This is an optimization exercise on Yosys and OpenROAD, whose aim is small area, a short achievable clock period and few clock cycles per item, not a production implementation. Where RTL was checked, it was by simulation tests only, not by an equivalence proof against the original. No activity file was given, so power comes from the tool's default toggle rates.

job 4432:
Design wib_transpose8, start of the top module:
module wib_transpose8 (
    input  wire        clk,
    input  wire        rst,         
    input  wire        in_valid,
    output wire        in_ready,
    input  wire [63:0] in_data,
    output wire        out_valid,
    input  wire        out_ready,
    output wire [63:0] out_data,
    output wire        out_last     
);
Size in the first run: roughly 14000 cells after synthesis, about 140 I/O pins, ~250000 um^2 of cells after synthesis.
==> flow/config.mk <==
export PLATFORM = sky130hd
export DESIGN_NAME = wib_transpose8
export DESIGN_NICKNAME = wib_transpose8
export VERILOG_FILES = /design/flow/design.v
export SDC_FILE = /design/flow/constraint.sdc
export NUM_CORES = 8
export LEC_CHECK = 0
export CAP_MARGIN = 20
export CORE_MARGIN = 2
export CORE_UTILIZATION = 55
export PLACE_DENSITY = 0.65
export SLEW_MARGIN = 20
==> flow/constraint.sdc <==
create_clock -name core_clock -period 8.5 [get_ports {clk}]
set_input_delay 1.7000 -clock core_clock [delete_from_list [all_inputs] [get_ports {clk}]]
set_output_delay 1.7000 -clock core_clock [all_outputs]
set_load 0.01 [all_outputs]
standard.sh (not shown) runs the stock make flow with config.mk's settings and CLKGATE_MAP_FILE= SYNTH_SCRIPT=/design/flow/synth_recipe.tcl, a recipe that flattens the netlist after the stock synthesis.
==> flow/flow/run.sh <==
#!/bin/bash
# Standard ORFS layout with two changes: port buffers use buf_2 instead of the
# default pick, and clock-tree sinks are clustered into larger groups.
set -euo pipefail
export BUFFER_PORTS_ARGS="-buffer_cell sky130_fd_sc_hd__buf_2"
export CTS_ARGS="-sink_clustering_enable -repair_clock_nets -sink_clustering_size 20 -sink_clustering_max_diameter 45 -sink_buffer_max_cap_derate 1.0 -root_buf sky130_fd_sc_hd__clkbuf_16 -tree_buf sky130_fd_sc_hd__clkbuf_16 -buf_list {sky130_fd_sc_hd__clkbuf_8 sky130_fd_sc_hd__clkbuf_16}"
export SETUP_SLACK_MARGIN=5.6
bash standard.sh > standard.log 2>&1
Job 4432 went all the way through the flow, and no timing, DRC or antenna check failed.
> inputs changed (job 4432 -> job 309)
--- a/flow/design.v
+++ b/flow/design.v
@@ -96,20 +96,18 @@
     function tau_bit(input [7:0] lt, input integer i);
         tau_bit = lt[i];
     endfunction
     reg  [4:0]  wcnt;                     
     reg         adc_cur, adc_nxt;         
     reg         in_ready_r;
-    reg  [63:0] ireg;
-    reg         ireg_v;
-    reg  [63:0] ifq [0:3];
+    reg  [63:0] ifq [0:3-1];
     reg  [1:0]  ifq_wp, ifq_rp;
-    reg  [4:1]  fq;                       
+    reg  [3:1]  fq;                    
     wire in_fire = in_valid & in_ready_r;
     wire take    = in_fire & adc_cur;
-    wire push    = ireg_v;
+    wire push    = take;
     wire [4:0] wcnt_n  = in_fire ? ((wcnt == 5'd29) ? 5'd0 : wcnt + 5'd1) : wcnt;
     wire [4:0] wcnt_n1 = (wcnt_n == 5'd29) ? 5'd0 : wcnt_n + 5'd1;
     wire adc_n   = in_fire ? adc_nxt : adc_cur;
     assign in_ready = in_ready_r;
     reg  [7:0] tau;                       
     reg        started;                   
@@ -132,13 +130,13 @@
     wire       wrap        = go & last_c;
     wire       started_n   = go ? ~last_c : started;
     wire       real_cur_n  = (go & ~last_c) ? real_eff : real_cur;
     wire       real_prev_n = wrap ? real_eff : real_prev;
     wire       f_up        = push & ~pop;
     wire       f_dn        = pop & ~push;
-    wire [4:1] fq_n        = f_up ? {fq[3:1], 1'b1} : (f_dn ? {1'b0, fq[4:2]} : fq);
+    wire [3:1] fq_n     = f_up ? {fq[3-1:1], 1'b1} : (f_dn ? {1'b0, fq[3:2]} : fq);
     wire       o_up        = opush & ~opop;
     wire       o_dn        = opop & ~opush;
     wire [2:1] ob_n        = o_up ? {ob[1], 1'b1} : (o_dn ? {1'b0, ob[2]} : ob);
     wire       lat_n       = go ? lat_x : lat_c;
     wire       np_n        = go ? np_x : np_c;
     wire       fifo_ne_n   = fq_n[1];
@@ -148,17 +146,13 @@
     wire       ob_room_p   = ~ob[1] | out_ready | (~ob[2] & ~opush);   
     wire       cond_n      = ~idle_n & (~real_eff_n | ~np_n | fifo_ne_n)
                                      & (~out_real_n | ob_room_p);
     wire       go_n        = ~in_win & cond_n;
     wire [7-1:0] hold_n = in_win ? hold - 1'b1 : ((cond_n | idle_n) ? 0 : WIN);
     wire       pop_n       = go_n & real_eff_n & np_n;
-    wire       room_1      = pop_n | ~fq_n[4];            
-    wire       room_2      = pop_n ? ~fq_n[4] : ~fq_n[3];  
-    wire       rdy_if_idle  = ~adc_cur | room_1;
-    wire       rdy_if_valid = in_ready_r ? (~adc_nxt | (adc_cur ? room_2 : room_1))
-                                         : rdy_if_idle;
+    wire       in_ready_n  = ~adc_n | pop_n | ~fq_n[3];
     wire [7:0] tau1   = tau + 8'd1;
     wire [7:0] tau2   = tau + 8'd2;
     wire [7:0] tau_n  = rst ? 8'd0 : (go ? tau1 : tau);
     reg  [47:0] resid;
     wire [63:0] head = ifq[ifq_rp];
     reg  [47:0] vin;
@@ -226,41 +220,38 @@
     wt8_tt #(.L(8)) t6 (.clk(clk), .osel(t6_o), .dsel(t6_o | ~go), .x(s[6]), .y(s[7]));
     wt8_tt #(.L(7)) t7 (.clk(clk), .osel(t7_o), .dsel(t7_o | ~go), .x(s[7]), .y(s[8]));
     wt8_st #(.B(1), .I(2)) u8 (.clk(clk), .go(go), .xs(u8_o), .x(s[8]), .y(s[9]));
     wt8_st #(.B(0), .I(1)) u9 (.clk(clk), .go(go), .xs(u9_o), .x(s[9]), .y(s[10]));
     wire [7:0] oslot = tau - LAT;
     always @(posedge clk) begin
-        ireg <= in_data;
-        if (push) ifq[ifq_wp] <= ireg;
+        if (push) ifq[ifq_wp] <= in_data;
     end
     always @(posedge clk) begin
         if (rst) begin
             wcnt       <= 5'd0;
             adc_cur    <= 1'b0;
             adc_nxt    <= 1'b0;
             in_ready_r <= 1'b1;
-            ireg_v     <= 1'b0;
             ifq_wp     <= 2'd0;
             ifq_rp     <= 2'd0;
-            fq         <= 4'd0;
+            fq         <= 0;
             tau        <= 8'd0;
             started    <= 1'b0;
             real_cur   <= 1'b0;
             real_prev  <= 1'b0;
             go         <= 1'b0;
             hold       <= 0;
             in_win     <= 1'b0;
             ob         <= 2'd0;
         end else begin
             wcnt       <= wcnt_n;
             adc_cur    <= adc_n;
             if (in_fire) adc_nxt <= is_adc(wcnt_n1);
-            in_ready_r <= in_valid ? rdy_if_valid : rdy_if_idle;
-            ireg_v     <= take;
-            if (push) ifq_wp <= ifq_wp + 2'd1;
-            if (pop)  ifq_rp <= ifq_rp + 2'd1;
+            in_ready_r <= in_ready_n;
+            if (push) ifq_wp <= (ifq_wp == 3 - 1) ? 2'd0 : ifq_wp + 2'd1;
+            if (pop)  ifq_rp <= (ifq_rp == 3 - 1) ? 2'd0 : ifq_rp + 2'd1;
             fq         <= fq_n;
             tau        <= tau_n;
             started    <= started_n;
             real_cur   <= real_cur_n;
             real_prev  <= real_prev_n;
             go         <= go_n;
[summary]
- From job 4432 to job 309 the numbers moved as follows: worst hold slack has decreased; via count moved down; worst setup slack moved up; number of enable-type register cells in the synthesized netlist shows a reduction of about 14%; synthesized-area fraction occupied by xor and xnor cells essentially unchanged.
- Of the two candidates, job 4432 has the worse area of all placed cells without fillers and job 309 the better one.
- The clock insertion delay at the later pin of the skew report in job 309 sits 20 ps below the value recorded for job 4432.
- Met3 layer wire length in the routed design: job 309 vs job 4432 up 4300 um
- Number of non-clock inverters in the layout grows by more than a quarter when moving from job 4432 to job 309.
Testbench counts of job 309, summed over its fixed seeds: cycles 18,224, blocks 64.
For job 4432, only the layout was checked, not whether the RTL still works.

========
rev 12:
Another version of the RTL of wib_transpose8 (not shown whole).
Size in the first run: about 15000 cells after synthesis, ~13000 flip-flops, roughly 280000 µm² of cells after synthesis.
## wib_transpose8
module wib_transpose8 (
    input  wire        clk,
    input  wire        rst,         
    input  wire        in_valid,
    output wire        in_ready,
    input  wire [63:0] in_data,
    output wire        out_valid,
    input  wire        out_ready,
    output wire [63:0] out_data,
    output wire        out_last     
);
    localparam LAT = 256;             
    localparam WIN = 224;             
    function is_adc(input [4:0] w);
        is_adc = (w >= 5'd4 && w <= 5'd15) || (w >= 5'd18);
    endfunction
    function tt_sel(input [7:0] lt, input integer i, input integer j);
        tt_sel = lt[i] & ~lt[j];
    endfunction
    function tau_bit(input [7:0] lt, input integer i);
        tau_bit = lt[i];
    endfunction
    reg  [4:0]  wcnt;                     
    reg         adc_cur, adc_nxt;         
    reg         in_ready_r;
    reg  [63:0] ifq [0:3-1];
    reg  [1:0]  ifq_wp, ifq_rp;
    reg  [3:1]  fq;                    
  ...
clock: 8.5 ns
lec_check: 0
cap_margin: 20
core_margin: 2
core_utilization: 60
place_density: 0.72
slew_margin: 20
==> flow/flow/run.sh <==
#!/bin/bash
# The standard ORFS layout (standard.sh, standard synthesis unchanged)
# with these changes:
#  - port buffers are buf_2 cells (the default pick is a slow delay cell);
#  - timing repair aims for 5.6 ns of setup slack.
# The make output goes to standard.log; ORFS keeps each step's log under
# orfs/logs/.
set -euo pipefail
export BUFFER_PORTS_ARGS="-buffer_cell sky130_fd_sc_hd__buf_2"
export CTS_ARGS="-sink_clustering_enable -repair_clock_nets -sink_clustering_size 20 -sink_clustering_max_diameter 45 -sink_buffer_max_cap_derate 1.0 -root_buf sky130_fd_sc_hd__clkbuf_16 -tree_buf sky130_fd_sc_hd__clkbuf_16 -buf_list {sky130_fd_sc_hd__clkbuf_8 sky130_fd_sc_hd__clkbuf_16}"
export SETUP_SLACK_MARGIN=5.6
bash standard.sh > standard.log 2>&1
Testbench counts of rev 12, summed over its fixed seeds: cycles 18,480, blocks 64.
For rev 13, these inputs were changed with respect to rev 12:
-- flow/design.v --
<<< rev 12, line 65
    endgenerate
endmodule
module wt8_dv #(parameter L = 1) (
    input  wire        clk,
    input  wire        go,
    input  wire [47:0] x,
    output wire [47:0] y
);
    reg  [48*L-1:0] d;
    wire [47:0] dout = d[48*L-1 -: 48];
    wire [47:0] din  = go ? x : dout;
    generate
        if (L == 1) begin : g1
            always @(posedge clk) d <= din;
        end else begin : gn
            always @(posedge clk) d <= {d[48*(L-1)-1:0], din};
        end
    endgenerate
    assign y = dout;
endmodule
module wt8_pr (
    input  wire        clk,
>>> rev 13, line 65
    endgenerate
endmodule
module wt8_pr (
    input  wire        clk,
<<< rev 12, line 104
    output wire        out_last     
);
    localparam LAT = 256;             
    localparam WIN = 224;             
    function is_adc(input [4:0] w);
        is_adc = (w >= 5'd4 && w <= 5'd15) || (w >= 5'd18);
>>> rev 13, line 86
    output wire        out_last     
);
    localparam LAT = 224;             
    localparam WIN = 112;             
    function is_adc(input [4:0] w);
        is_adc = (w >= 5'd4 && w <= 5'd15) || (w >= 5'd18);
<<< rev 12, line 132
    reg        real_cur, real_prev;       
    reg        go;                        
    reg  [8-1:0] hold;                 
    reg        in_win;                    
    reg        lat_c, lat_x;              
>>> rev 13, line 114
    reg        real_cur, real_prev;       
    reg        go;                        
    reg  [7-1:0] hold;                 
    reg        in_win;                    
    reg        lat_c, lat_x;              
<<< rev 12, line 166
                                     & (~out_real_n | ob_room_p);
    wire       go_n        = ~in_win & cond_n;
    wire [8-1:0] hold_n = in_win ? hold - 1'b1 : ((cond_n | idle_n) ? 0 : WIN);
    wire       pop_n       = go_n & real_eff_n & np_n;
    wire       in_ready_n  = ~adc_n | pop_n | ~fq_n[3];
>>> rev 13, line 148
                                     & (~out_real_n | ob_room_p);
    wire       go_n        = ~in_win & cond_n;
    wire [7-1:0] hold_n = in_win ? hold - 1'b1 : ((cond_n | idle_n) ? 0 : WIN);
    wire       pop_n       = go_n & real_eff_n & np_n;
    wire       in_ready_n  = ~adc_n | pop_n | ~fq_n[3];
<<< rev 12, line 228
        u9_x <= rst ? tau_bit(8'd1 - 8'd222, 1) : (go ? tau_bit(tau2 - 8'd222, 1) : u9_x);
    end
    wire [47:0] s [0:11];
    assign s[0] = vin;
    wt8_tt #(.L(28)) t0 (.clk(clk), .osel(t0_o), .dsel(t0_o | ~go), .x(s[0]), .y(s[1]));
>>> rev 13, line 210
        u9_x <= rst ? tau_bit(8'd1 - 8'd222, 1) : (go ? tau_bit(tau2 - 8'd222, 1) : u9_x);
    end
    wire [47:0] s [0:10];
    assign s[0] = vin;
    wt8_tt #(.L(28)) t0 (.clk(clk), .osel(t0_o), .dsel(t0_o | ~go), .x(s[0]), .y(s[1]));
<<< rev 12, line 240
    wt8_st #(.B(1), .I(2)) u8 (.clk(clk), .go(go), .xs(u8_o), .x(s[8]), .y(s[9]));
    wt8_st #(.B(0), .I(1)) u9 (.clk(clk), .go(go), .xs(u9_o), .x(s[9]), .y(s[10]));
    wt8_dv #(.L(32)) d10 (.clk(clk), .go(go), .x(s[10]), .y(s[11]));
    wire [7:0] oslot = tau - LAT;
    always @(posedge clk) begin
>>> rev 13, line 222
    wt8_st #(.B(1), .I(2)) u8 (.clk(clk), .go(go), .xs(u8_o), .x(s[8]), .y(s[9]));
    wt8_st #(.B(0), .I(1)) u9 (.clk(clk), .go(go), .xs(u9_o), .x(s[9]), .y(s[10]));
    wire [7:0] oslot = tau - LAT;
    always @(posedge clk) begin
<<< rev 12, line 285
        last_c <= rst ? 1'b0 : (go ? (tau1 == 8'd255) : last_c);
    end
    wire [48:0] oword = {oslot == 8'd255, s[11]};
    wire ow0 = opush & (~ob[1] | (~ob[2] & opop));
    wire ow1 = opush & (ob[2] ? opop : (ob[1] & ~opop));
>>> rev 13, line 266
        last_c <= rst ? 1'b0 : (go ? (tau1 == 8'd255) : last_c);
    end
    wire [48:0] oword = {oslot == 8'd255, s[10]};
    wire ow0 = opush & (~ob[1] | (~ob[2] & opop));
    wire ow1 = opush & (ob[2] ? opop : (ob[1] & ~opop));
--- outcome ---
- Row number of inserted filler cells in the final layout: rev 13 lower / rev 12 higher
- | sequential cell count | higher: rev 12 |
- In the flow results for rev 13 and rev 12, the clock network contribution to total cell area is smaller on rev 12.
- Clock power (higher): rev 12
- Rev 13 vs rev 12: final worst-path setup slack up
- Rev 13 went all the way through the flow, and no timing, DRC or antenna check failed.
- Comparing rev 13 and rev 12, the higher total clock sinks is on rev 12.
- Of rev 13 and rev 12, it is rev 13 that has the higher highest achievable clock rate.
- Re worst-case hold slack: rev 13 is 0.0072 ns down on rev 12.
- Rev 13 ended up with a lower gate count of the mapped netlist than rev 12 did.
- The post-synthesis compound-gate area fraction of rev 13 exceeds that of rev 12 by 0.48 points.
- Data arrival at the endpoint of the critical path was higher in the run labelled rev 12.
- Across both runs, synthesis-to-layout area growth was higher for rev 13 than for rev 12.
Testbench counts of rev 13, summed over its fixed seeds: cycles 18,224, blocks 64.

[afterwards: timing with drivers on the ports]
The results above use ideal ports. As a check the final layouts listed here were re-extracted and re-timed, cells and wires unchanged.
Step 1 (the two cells are an assumption about what drives the block):
set clk [get_ports {clk}]
set_driving_cell -lib_cell sky130_fd_sc_hd__clkbuf_16 $clk
set_driving_cell -lib_cell sky130_fd_sc_hd__buf_2 [delete_from_list [all_inputs] $clk]
Step 2 moves the port delays by t, midway between the first and last clock arrival at a register: inputs arrive t later, outputs are due t later. That takes back most of the time a late clock gives input paths.
Slacks: ideal / step 1 / step 2; pairs: ideal / step 1.
run	t (ns)	setup WS [ns]	hold WS [ns]	cell pins on the clock port's net
job 4432	1.122	5.180 / 5.075 / 4.717	0.305 / 0.305 / 0.305	1
job 309	1.123	5.240 / 5.125 / 4.571	0.295 / 0.295 / 0.295	1
rev 12	1.172	5.154 / 5.036 / 4.561	0.311 / 0.311 / 0.311	1
rev 13	1.131	5.243 / 5.131 / 4.618	0.304 / 0.304 / 0.304	1
After both steps every run listed still meets setup and hold. The setup slack of job 309, which loses most, moves by -0.115 ns with the drivers and by -0.669 ns with both steps.
